What follows belongs to an exercise in optimizing a design on an open flow for small area, a short achievable clock period and few clock cycles; a production flow would make more cautious choices. At most, simulation tests tie the RTL to the original design; equivalence was not proved. No activity file was given, so power comes from the tool's default toggle rates.

## v17
Design crc_frame_codec, start of the top module:
module crc_frame_codec (
    input  wire        clk,
    input  wire        rst,
    input  wire        cmd_valid,
    output wire        cmd_ready,
    input  wire [3:0]  cmd_op,
    input  wire [7:0]  cmd_reg,
    input  wire [7:0]  cmd_byte,
    input  wire [8:0]  cmd_len,
    input  wire        buf_we,
    input  wire [7:0]  buf_addr,
    input  wire [7:0]  buf_wdata,
    input  wire [7:0]  rd_addr,
    output reg  [7:0]  rd_data,
    output reg         done,
    output reg  [2:0]  err,
    output reg  [15:0] rval,
    output reg         fault,
    output reg         tx_valid,
    output reg  [7:0]  tx_data,
    input  wire        tx_ready,
    input  wire        tx_fail,
    input  wire        rx_valid,
    input  wire [7:0]  rx_data,
    output reg         rx_ready,
    input  wire        rx_fail,
    input  wire        expire
);
    localparam [7:0]  SOF_BYTE = 8'hAA;
    localparam [6:0]  DEV_ADDR = 7'h40;
    localparam [15:0] CRC_INIT = 16'hFFFF;
    localparam [3:0] OP_CRC_INIT   = 4'h1;
    localparam [3:0] OP_CRC_UPDATE = 4'h2;
    localparam [3:0] OP_CRC_READ   = 4'h3;
    localparam [3:0] OP_ENC_WRITE  = 4'h4;
    localparam [3:0] OP_ENC_READ   = 4'h5;
    localparam [3:0] OP_DECODE     = 4'h6;
  ...
For scale: ~7400 cells after synthesis, about 4200 flip-flops, roughly 0.16 mm² of cells after synthesis.
clock: 10.0 ns
lec_check: 0
cap_margin: 20
core_margin: 2
core_utilization: 55
setup_slack_margin: 5
slew_margin: 20
run.sh (not shown) runs the stock make flow with config.mk's settings and CLKGATE_MAP_FILE= SYNTH_SCRIPT=/design/flow/synth_recipe.tcl, a recipe that flattens the netlist after the stock synthesis.
> inputs changed (v17 -> v35)
diff --git a/flow/design.v b/flow/design.v
--- a/flow/design.v
+++ b/flow/design.v
@@ -100,25 +100,46 @@
         reg [15:0] hi, lo;
         begin
             for (k = 0; k < 16; k = k + 1) begin
                 hi[k] = (a[7:4] == k);
                 lo[k] = (a[3:0] == k);
             end
             for (k = 0; k < 255; k = k + 1)
                 dec255[k] = hi[k >> 4] & lo[k & 15];
         end
     endfunction
+    function [15:0] dec16;
+        input [3:0] a;
+        integer k;
+        begin
+            for (k = 0; k < 16; k = k + 1)
+                dec16[k] = (a == k);
+        end
+    endfunction
     function [7:0] rd255;
         input [2039:0] v;
         input [7:0]    a;
+        integer j, k;
+        reg [15:0] hi, lo;
+        reg [7:0]  row, r;
         begin
-            rd255 = (a == 8'd255) ? 8'h00 : v[8*a +: 8];
+            hi = dec16(a[7:4]);
+            lo = dec16(a[3:0]);
+            r = 8'h00;
+            for (j = 0; j < 16; j = j + 1) begin
+                row = 8'h00;
+                for (k = 0; k < 16; k = k + 1)
+                    if (j * 16 + k < 255)
+                        row = row | ({8{lo[k]}} & v[8*(j*16+k) +: 8]);
+                r = r | ({8{hi[j]}} & row);
+            end
+            rd255 = r;
         end
     endfunction
     wire [7:0] tmem_rd = rd255(txv, cnt);
     wire [7:0] rmem_rd = rd255(rxv, rd_addr);
     always @(posedge clk)
         rd_data <= rmem_rd;
     wire [254:0] bsel = dec255(buf_addr);
     wire [254:0] wsel = dec255(cnt);
     wire         bw   = buf_we && idle;
     wire         rw   = rx_ready && rx_valid && (rph == R_PAY);
### Flow results
Count of distinct cell types in the synthesized netlist was lower in the run labelled v17. Highest clock frequency the design can meet sits lower in v35 than in v17. Row post-CTS setup repair buffer count: v35 higher / v17 lower. Of v35 and v17, it is v35 that has the lower clock network fraction of design power. v35 has final non-filler cell area below what v17 had. From v17 to v35 the numbers moved as follows: multi-input combinational area share has decreased, power has remained practically unchanged, post-layout instance count excluding filler cells has increased, overall track demand over capacity in global routing has increased.
No functional check of the RTL was part of any run of this note.

* * *

== v6 ==
crc_frame_codec, a different RTL version from the one above (not shown whole).
Size: ~160000 sq um of cells after synthesis.
## crc_frame_codec
module crc_frame_codec (
    input  wire        clk,
    input  wire        rst,
    input  wire        cmd_valid,
    output wire        cmd_ready,
    input  wire [3:0]  cmd_op,
    input  wire [7:0]  cmd_reg,
    input  wire [7:0]  cmd_byte,
    input  wire [8:0]  cmd_len,
    input  wire        buf_we,
    input  wire [7:0]  buf_addr,
    input  wire [7:0]  buf_wdata,
    input  wire [7:0]  rd_addr,
    output reg  [7:0]  rd_data,
    output reg         done,
    output reg  [2:0]  err,
    output reg  [15:0] rval,
    output reg         fault,
    output reg         tx_valid,
    output reg  [7:0]  tx_data,
    input  wire        tx_ready,
    input  wire        tx_fail,
    input  wire        rx_valid,
    input  wire [7:0]  rx_data,
    output reg         rx_ready,
    input  wire        rx_fail,
    input  wire        expire
);
export LEC_CHECK = 0
export CAP_MARGIN = 20
export CORE_MARGIN = 2
export CORE_UTILIZATION = 50
export CTS_CLUSTER_DIAMETER = 80
export CTS_CLUSTER_SIZE = 30
export SETUP_SLACK_MARGIN = 5
export SLEW_MARGIN = 60
export SYNTH_HIERARCHICAL = 1
create_clock -name core_clock -period 10.0 [get_ports {clk}]
standard.sh (not shown) runs the stock make flow with config.mk's settings and CLKGATE_MAP_FILE= SYNTH_SCRIPT=/design/flow/synth_recipe.tcl, a recipe that flattens the netlist after the stock synthesis.
==> flow/flow/run.sh <==
#!/bin/bash
set -uo pipefail
bash standard.sh SETUP_SLACK_MARGIN=6.5 \
  "BUFFER_PORTS_ARGS=-buffer_cell sky130_fd_sc_hd__buf_4" \
  finish > standard_flow.log 2>&1
rc=$?
echo "standard.sh exit $rc"
exit $rc
Testbench counts of v6, summed over its fixed seeds: cycles 81,727.
Edits applied to the flow inputs when going from v6 to v7:
--- a/flow/design.v
+++ b/flow/design.v
@@ -107,18 +107,25 @@
         begin
             for (k = 0; k < 16; k = k + 1) begin
                 hi[k] = (a[7:4] == k);
                 lo[k] = (a[3:0] == k);
             end
             for (k = 0; k < 255; k = k + 1)
                 dec255[k] = hi[k >> 4] & lo[k & 15];
         end
     endfunction
+    function [7:0] rd255;
+        input [2039:0] v;
+        input [7:0]    a;
+        begin
+            rd255 = (a == 8'd255) ? 8'h00 : v[8*a +: 8];
+        end
+    endfunction
     wire [15:0]  rd_lo = dec16(rd_addr[3:0]);
     wire [15:0]  rd_hi = dec16(rd_addr[7:4]);
     wire [127:0] rd_row;
     genvar ri;
     generate
         for (ri = 0; ri < 16; ri = ri + 1) begin : g_rrow
             if (ri < 15) begin : g_full
                 crc_frame_codec_sel16 u_row (
                     .sel(rd_lo), .d(rxv[128*ri +: 128]), .q(rd_row[8*ri +: 8]));
@@ -176,36 +183,19 @@
             end else begin
                 tx_nbyte = tpre;       tx_nph = T_PAY;
             end
         end
         endcase
     end
     wire rx_take = rx_ready && rx_valid;
     reg  [7:0]  tpre;
     reg  [7:0]  tra;
-    wire [15:0]  tr_lo = dec16(tra[3:0]);
-    wire [15:0]  tr_hi = dec16(tra[7:4]);
-    wire [127:0] tr_row;
-    genvar ti;
-    generate
-        for (ti = 0; ti < 16; ti = ti + 1) begin : g_trow
-            if (ti < 15) begin : g_full
-                crc_frame_codec_sel16 u_row (
-                    .sel(tr_lo), .d(txv[128*ti +: 128]), .q(tr_row[8*ti +: 8]));
-            end else begin : g_last
-                crc_frame_codec_sel16 u_row (
-                    .sel(tr_lo), .d({8'h00, txv[128*ti +: 120]}),
-                    .q(tr_row[8*ti +: 8]));
-            end
-        end
-    endgenerate
-    wire [7:0]  tmem_rd;
-    crc_frame_codec_sel16 u_tcol (.sel(tr_hi), .d(tr_row), .q(tmem_rd));
+    wire [7:0]  tmem_rd = rd255(txv, tra);
     always @(posedge clk) begin
         if (idle) begin
             tra <= 8'd0;
         end else if (tph == T_SOF || tph == T_ADR || tph == T_REG) begin
             tpre <= tmem_rd;
             if (tph == T_REG && tx_ready)
                 tra <= 8'd1;
         end else if (tx_ready && (tph == T_LEN || tph == T_PAY) && !tx_plast) begin
             tpre <= tmem_rd;
## What came out
- Between v7 and v6, the shortest clock period the worst path allows after layout is higher for v6.
- Compared with v6, in v7 total number of vias down 2.8%; area of the mapped netlist up 1.8%; final area up 3300 sq um; number of nets still failing antenna checks after routing flat; stage delay of the slowest cell on the critical path up 0.10 ns.
- v7 and v6 ended up with roughly the same layout overhead on the synthesized area.
- Quantity of gates resized following cts (higher): v6
- In v7 the number of clock-tree buffers in the layout turned out 7.3% lower than in v6.
- Final net count shrinks by a few percent when moving from v6 to v7.
- Delta (v7 minus v6): area of the die saw an increase; synthesized cell count saw a decrease.
- On core utilization, v7 and v6 are neck and neck.
Testbench counts of v7, summed over its fixed seeds: cycles 81,727.

* * *

oak:
The RTL this note starts from:
==> flow/design.v <==
module crc_frame_codec (
    input  wire        clk,
    input  wire        rst,
    input  wire        cmd_valid,
    output wire        cmd_ready,
    input  wire [3:0]  cmd_op,
    input  wire [7:0]  cmd_reg,
    input  wire [7:0]  cmd_byte,
    input  wire [8:0]  cmd_len,
    input  wire        buf_we,
    input  wire [7:0]  buf_addr,
    input  wire [7:0]  buf_wdata,
    input  wire [7:0]  rd_addr,
    output reg  [7:0]  rd_data,
    output reg         done,
    output reg  [2:0]  err,
    output reg  [15:0] rval,
    output reg         fault,
    output reg         tx_valid,
    output reg  [7:0]  tx_data,
    input  wire        tx_ready,
    input  wire        tx_fail,
    input  wire        rx_valid,
    input  wire [7:0]  rx_data,
    output reg         rx_ready,
    input  wire        rx_fail,
    input  wire        expire
);
    localparam [7:0]  SOF_BYTE = 8'hAA;
    localparam [6:0]  DEV_ADDR = 7'h40;
    localparam [15:0] CRC_INIT = 16'hFFFF;
    localparam [3:0] OP_CRC_INIT   = 4'h1;
    localparam [3:0] OP_CRC_UPDATE = 4'h2;
    localparam [3:0] OP_CRC_READ   = 4'h3;
    localparam [3:0] OP_ENC_WRITE  = 4'h4;
    localparam [3:0] OP_ENC_READ   = 4'h5;
    localparam [3:0] OP_DECODE     = 4'h6;
    localparam [3:0] OP_XACT_WRITE = 4'h7;
    localparam [3:0] OP_XACT_READ  = 4'h8;
    localparam [3:0] OP_RELEASE    = 4'hF;
    localparam [2:0] E_OK       = 3'd0;
    localparam [2:0] E_INVALID  = 3'd1;
    localparam [2:0] E_TIMEOUT  = 3'd2;
    localparam [2:0] E_CHECKSUM = 3'd3;
    localparam [2:0] E_PROTOCOL = 3'd4;
    localparam [2:0] E_ADDRESS  = 3'd5;
    localparam [2:0] E_TRANSPORT= 3'd6;
    localparam [2:0] T_SOF = 3'd0;
    localparam [2:0] T_ADR = 3'd1;
    localparam [2:0] T_REG = 3'd2;
    localparam [2:0] T_LEN = 3'd3;
    localparam [2:0] T_PAY = 3'd4;
    localparam [2:0] T_CRH = 3'd5;
    localparam [2:0] T_CRL = 3'd6;
    localparam [2:0] R_HUNT = 3'd0;
    localparam [2:0] R_H0   = 3'd1;
    localparam [2:0] R_H1   = 3'd2;
    localparam [2:0] R_H2   = 3'd3;
    localparam [2:0] R_PAY  = 3'd4;
    localparam [2:0] R_C0   = 3'd5;
    localparam [2:0] R_C1   = 3'd6;
    function [15:0] crc_step;
        input [15:0] c;
        input [7:0]  b;
        integer i;
        reg [15:0] r;
        begin
            r = c;
            for (i = 7; i >= 0; i = i - 1) begin
                if (r[15] ^ b[i])
                    r = {r[14:0], 1'b0} ^ 16'h1021;
                else
                    r = {r[14:0], 1'b0};
            end
            crc_step = r;
        end
    endfunction
    reg        idle;         
    reg        released;
    reg [2:0]  tph;          
    reg [2:0]  rph;          
    reg        rw_r;         
    reg        then_rx;      
    reg [7:0]  reg_r;
    reg [7:0]  len_r;
    reg [7:0]  cnt;          
    reg [15:0] fcrc;         
    reg        addr_ok;
    reg        reg_ok;
    reg        hi_ok;        
    reg [15:0] gcrc;
    reg [2039:0] txv;
    reg [2039:0] rxv;
    assign cmd_ready = idle;
    function [15:0] dec16;
        input [3:0] a;
        integer k;
        begin
            for (k = 0; k < 16; k = k + 1)
                dec16[k] = (a == k);
        end
    endfunction
    function [254:0] dec255;
        input [7:0] a;
        integer k;
        reg [15:0] hi, lo;
        begin
            for (k = 0; k < 16; k = k + 1) begin
                hi[k] = (a[7:4] == k);
                lo[k] = (a[3:0] == k);
            end
            for (k = 0; k < 255; k = k + 1)
                dec255[k] = hi[k >> 4] & lo[k & 15];
        end
    endfunction
    function [7:0] rd255;
        input [2039:0] v;
        input [7:0]    a;
        begin
            rd255 = (a == 8'd255) ? 8'h00 : v[8*a +: 8];
        end
    endfunction
    wire [15:0]  rd_lo = dec16(rd_addr[3:0]);
    wire [15:0]  rd_hi = dec16(rd_addr[7:4]);
    wire [127:0] rd_row;
    genvar ri;
    generate
        for (ri = 0; ri < 16; ri = ri + 1) begin : g_rrow
            if (ri < 15) begin : g_full
                crc_frame_codec_sel16 u_row (
                    .sel(rd_lo), .d(rxv[128*ri +: 128]), .q(rd_row[8*ri +: 8]));
            end else begin : g_last
                crc_frame_codec_sel16 u_row (
                    .sel(rd_lo), .d({8'h00, rxv[128*ri +: 120]}),
                    .q(rd_row[8*ri +: 8]));
            end
        end
    endgenerate
    wire [7:0] rmem_rd;
    crc_frame_codec_sel16 u_rcol (.sel(rd_hi), .d(rd_row), .q(rmem_rd));
    always @(posedge clk)
        rd_data <= rmem_rd;
    reg        bw_q;
    reg [7:0]  ba_q;
    reg [7:0]  bd_q;
    always @(posedge clk) begin
        bw_q <= buf_we && idle && !rst;
        ba_q <= buf_addr;
        bd_q <= buf_wdata;
    end
    wire [254:0] bsel = dec255(ba_q);
    wire [254:0] wsel = dec255(cnt);
    wire         bw   = bw_q;
    wire         rw   = rx_ready && rx_valid && (rph == R_PAY);
    genvar gi;
    generate
        for (gi = 0; gi < 255; gi = gi + 1) begin : g_buf
            always @(posedge clk) begin
                if (bw && bsel[gi])
                    txv[8*gi +: 8] <= bd_q;
                if (rw && wsel[gi])
                    rxv[8*gi +: 8] <= rx_data;
            end
        end
    endgenerate
    wire        tx_take  = tx_valid && tx_ready;
    wire        tx_cov   = (tph == T_ADR) || (tph == T_REG) ||
                           (tph == T_LEN) || (tph == T_PAY);
    wire [15:0] ncrc     = crc_step(fcrc, tx_valid ? tx_data : rx_data);
    wire [7:0]  cnt_inc  = cnt + 8'd1;
    wire        tx_plast = rw_r || (cnt == len_r);    
    reg  [7:0]  tx_nbyte;
    reg  [2:0]  tx_nph;
    always @(*) begin
        case (tph)
        T_SOF: begin tx_nbyte = {DEV_ADDR, rw_r}; tx_nph = T_ADR; end
        T_ADR: begin tx_nbyte = reg_r;            tx_nph = T_REG; end
        T_REG: begin tx_nbyte = len_r;            tx_nph = T_LEN; end
        T_CRH: begin tx_nbyte = fcrc[7:0];        tx_nph = T_CRL; end
        default: begin
            if (tx_plast) begin
                tx_nbyte = ncrc[15:8]; tx_nph = T_CRH;
            end else begin
                tx_nbyte = tpre;       tx_nph = T_PAY;
            end
        end
        endcase
    end
    wire rx_take = rx_ready && rx_valid;
    reg  [7:0]  tpre;
    reg  [7:0]  tra;
    wire [7:0]  tmem_rd = rd255(txv, tra);
    always @(posedge clk) begin
        if (idle) begin
            tra <= 8'd0;
        end else if (tph == T_SOF || tph == T_ADR || tph == T_REG) begin
            tpre <= tmem_rd;
            if (tph == T_REG && tx_ready)
                tra <= 8'd1;
        end else if (tx_ready && (tph == T_LEN || tph == T_PAY) && !tx_plast) begin
            tpre <= tmem_rd;
            tra  <= tra + 8'd1;
        end
    end
    always @(posedge clk) begin
        if (rst) begin
            idle     <= 1'b1;
            released <= 1'b0;
            done     <= 1'b0;
            fault    <= 1'b0;
            tx_valid <= 1'b0;
            rx_ready <= 1'b0;
        end else if (idle) begin
            reg_r <= cmd_reg;
            len_r <= cmd_len[7:0];
            cnt   <= 8'd0;
            tph   <= T_SOF;
            rph   <= R_HUNT;
            fcrc  <= CRC_INIT;
            rw_r  <= (cmd_op == OP_ENC_READ) || (cmd_op == OP_XACT_READ);
            then_rx <= (cmd_op == OP_XACT_READ);
            tx_data <= SOF_BYTE;
            if (cmd_valid) begin
                if (released) begin
                    fault <= 1'b1;
                end else begin
                    done <= 1'b1;
                    err  <= E_OK;
                    case (cmd_op)
                    OP_CRC_INIT: begin
                        gcrc  <= CRC_INIT;
                    end
                    OP_CRC_UPDATE: begin
                        gcrc  <= crc_step(gcrc, cmd_byte);
                    end
                    OP_CRC_READ: begin
                        rval <= gcrc;
                    end
                    OP_ENC_WRITE, OP_ENC_READ: begin
                        if (cmd_len[8]) begin
                            err <= E_INVALID;
                        end else begin
                            done     <= 1'b0;
                            idle     <= 1'b0;
                            tx_valid <= 1'b1;
                        end
                    end
                    OP_XACT_WRITE, OP_XACT_READ: begin
                        if (cmd_len[8] || cmd_len[7:0] == 8'd0) begin
                            err <= E_INVALID;
                        end else begin
                            done     <= 1'b0;
                            idle     <= 1'b0;
                            tx_valid <= 1'b1;
                        end
                    end
                    OP_DECODE: begin
                        if (cmd_len[8]) begin
                            err <= E_INVALID;
                        end else begin
                            done     <= 1'b0;
                            idle     <= 1'b0;
                            rx_ready <= 1'b1;
                        end
                    end
                    OP_RELEASE: begin
                        released <= 1'b1;
                    end
                    default: begin
                        err <= E_INVALID;
                    end
                    endcase
                end
            end
        end else if (tx_valid) begin
            if (expire) begin
                tx_valid <= 1'b0;
                idle     <= 1'b1;
                done     <= 1'b1;
                err      <= E_TIMEOUT;
            end else if (tx_fail) begin
                tx_valid <= 1'b0;
                idle     <= 1'b1;
                done     <= 1'b1;
                err      <= E_TRANSPORT;
            end else if (tx_ready) begin
                if (tx_cov)
                    fcrc <= ncrc;
                if (tph == T_CRL) begin
                    tx_valid <= 1'b0;
                    if (then_rx) begin
                        rx_ready <= 1'b1;
                    end else begin
                        idle <= 1'b1;
                        done <= 1'b1;
                        err  <= E_OK;
                    end
                end
                tph     <= tx_nph;
                tx_data <= tx_nbyte;
                if (tph == T_LEN || tph == T_PAY)
                    cnt <= cnt_inc;
            end
        end else begin
            if (expire) begin
                rx_ready <= 1'b0;
                idle     <= 1'b1;
                done     <= 1'b1;
                err      <= E_TIMEOUT;
            end else if (rx_fail) begin
                rx_ready <= 1'b0;
                idle     <= 1'b1;
                done     <= 1'b1;
                err      <= E_TRANSPORT;
            end else if (rx_valid) begin
                case (rph)
                R_HUNT: begin
                    if (rx_data == SOF_BYTE) begin
                        fcrc <= CRC_INIT;
                        rph  <= R_H0;
                    end
                end
                R_H0: begin
                    fcrc <= ncrc;
                    addr_ok <= (rx_data[7:1] == DEV_ADDR);
                    rph     <= R_H1;
                end
                R_H1: begin
                    fcrc <= ncrc;
                    reg_ok <= (rx_data == reg_r);
                    rph    <= R_H2;
                end
                R_H2: begin
                    fcrc <= ncrc;
                    cnt    <= 8'd0;
                    if (!addr_ok) begin
                        rx_ready <= 1'b0;
                        idle     <= 1'b1;
                        done     <= 1'b1;
                        err      <= E_ADDRESS;
                    end else if (!reg_ok || rx_data != len_r) begin
                        rx_ready <= 1'b0;
                        idle     <= 1'b1;
                        done     <= 1'b1;
                        err      <= E_PROTOCOL;
                    end else if (len_r == 8'd0) begin
                        rph <= R_C0;
                    end else begin
                        rph <= R_PAY;
                    end
                end
                R_PAY: begin
                    fcrc <= ncrc;
                    cnt    <= cnt_inc;
                    if (cnt_inc == len_r)
                        rph <= R_C0;
                end
                R_C0: begin
                    hi_ok <= (rx_data == fcrc[15:8]);
                    rph <= R_C1;
                end
                default: begin
                    rx_ready <= 1'b0;
                    idle     <= 1'b1;
                    done     <= 1'b1;
                    err      <= (hi_ok && rx_data == fcrc[7:0]) ? E_OK : E_CHECKSUM;
                end
                endcase
            end
        end
    end
endmodule
module crc_frame_codec_sel16 (
    input  wire [15:0]  sel,
    input  wire [127:0] d,
    output reg  [7:0]   q
);
    integer k;
    always @(*) begin
        q = 8'h00;
        for (k = 0; k < 16; k = k + 1)
            q = q | ({8{sel[k]}} & d[8*k +: 8]);
    end
endmodule
export LEC_CHECK = 0
export CAP_MARGIN = 20
export CORE_MARGIN = 2
export CORE_UTILIZATION = 50
export CTS_CLUSTER_DIAMETER = 80
export CTS_CLUSTER_SIZE = 30
export SETUP_SLACK_MARGIN = 5
export SLEW_MARGIN = 20
export SYNTH_HIERARCHICAL = 1
create_clock -name core_clock -period 10.0 [get_ports {clk}]
Scripts as last shown in full above: flow/flow/run.sh
oak has completed all stages; timing, DRC and antenna checks passed.
Testbench counts of oak, summed over its fixed seeds: cycles 81,727.
Input changes introduced in pine (baseline for comparison: oak):
--- a/flow/design.v
+++ b/flow/design.v
@@ -113,13 +113,6 @@
                 dec255[k] = hi[k >> 4] & lo[k & 15];
         end
     endfunction
-    function [7:0] rd255;
-        input [2039:0] v;
-        input [7:0]    a;
-        begin
-            rd255 = (a == 8'd255) ? 8'h00 : v[8*a +: 8];
-        end
-    endfunction
     wire [15:0]  rd_lo = dec16(rd_addr[3:0]);
     wire [15:0]  rd_hi = dec16(rd_addr[7:4]);
     wire [127:0] rd_row;
@@ -189,7 +182,24 @@
     wire rx_take = rx_ready && rx_valid;
     reg  [7:0]  tpre;
     reg  [7:0]  tra;
-    wire [7:0]  tmem_rd = rd255(txv, tra);
+    wire [15:0]  tr_lo = dec16(tra[3:0]);
+    wire [15:0]  tr_hi = dec16(tra[7:4]);
+    wire [127:0] tr_row;
+    genvar ti;
+    generate
+        for (ti = 0; ti < 16; ti = ti + 1) begin : g_trow
+            if (ti < 15) begin : g_full
+                crc_frame_codec_sel16 u_row (
+                    .sel(tr_lo), .d(txv[128*ti +: 128]), .q(tr_row[8*ti +: 8]));
+            end else begin : g_last
+                crc_frame_codec_sel16 u_row (
+                    .sel(tr_lo), .d({8'h00, txv[128*ti +: 120]}),
+                    .q(tr_row[8*ti +: 8]));
+            end
+        end
+    endgenerate
+    wire [7:0]  tmem_rd;
+    crc_frame_codec_sel16 u_tcol (.sel(tr_hi), .d(tr_row), .q(tmem_rd));
     always @(posedge clk) begin
         if (idle) begin
             tra <= 8'd0;
[summary]
- Diff oak -> pine: met2 wire length rose about 3.7%, number of cells on the critical path has increased, number of cell instances on the worst register-to-register path rose by 1, maximum operating frequency lower, setup slack after layout -0.053 ns.
- oak → pine: cell area saw a decrease; sequential share of layout area up 0.92 points.
- Delta (pine minus oak): power density over the cells up 1.8%; overall die height down about 0.9%; number of port buffers flat; number of cells in the finished layout apart from fillers up 0.76%; detailed placement HPWL up 5700 um.
- pine does better than oak on area enclosed by the die boundary.
- According to the power report, total power for pine is higher than for oak.
Testbench counts of pine, summed over its fixed seeds: cycles 81,727.

-- separate check: timing with driven ports --
The flow's constraints put no driver on any port. The routed layouts listed below were extracted and timed again, unchanged, in two steps. Step 1 assumes that a clkbuf_16 drives the clock port and a buf_2 every other input. Step 2 moves the port delays by t, midway between the first and last clock arrival at a register: inputs arrive t later, outputs are due t later. That takes back most of the time a late clock gives input paths. Three values: ideal, step 1, step 2; two values: the first two.
| run | shift t [ns] | setup slack, ns | latest minus earliest clock arrival (ns) | slew at the worst register clock pin (ns) | pins driven straight from the clock port |
|---|---|---|---|---|---|
| v17 | 1.042 | 5.013 / 5.062 / 4.021 | 0.038 / 0.039 | 0.07 / 0.07 | 1 |
| v35 | 1.122 | 4.783 / 4.813 / 3.727 | 0.048 / 0.047 | 0.07 / 0.07 | 1 |
| v6 | 1.003 | 6.267 / 6.250 / 5.273 | 0.061 / 0.060 | 0.12 / 0.12 | 1 |
| v7 | 1.012 | 6.347 / 6.379 / 5.367 | 0.060 / 0.059 | 0.12 / 0.12 | 1 |
| oak | 1.000 | 6.289 / 6.323 / 5.323 | 0.075 / 0.074 | 0.12 / 0.12 | 1 |
| pine | 1.010 | 6.237 / 6.226 / 5.216 | 0.056 / 0.056 | 0.12 / 0.12 | 1 |
After both steps setup and hold are still met in every run listed. For v35, which loses most, drivers alone change the setup slack by +0.030 ns; drivers and shift together by -1.056 ns.
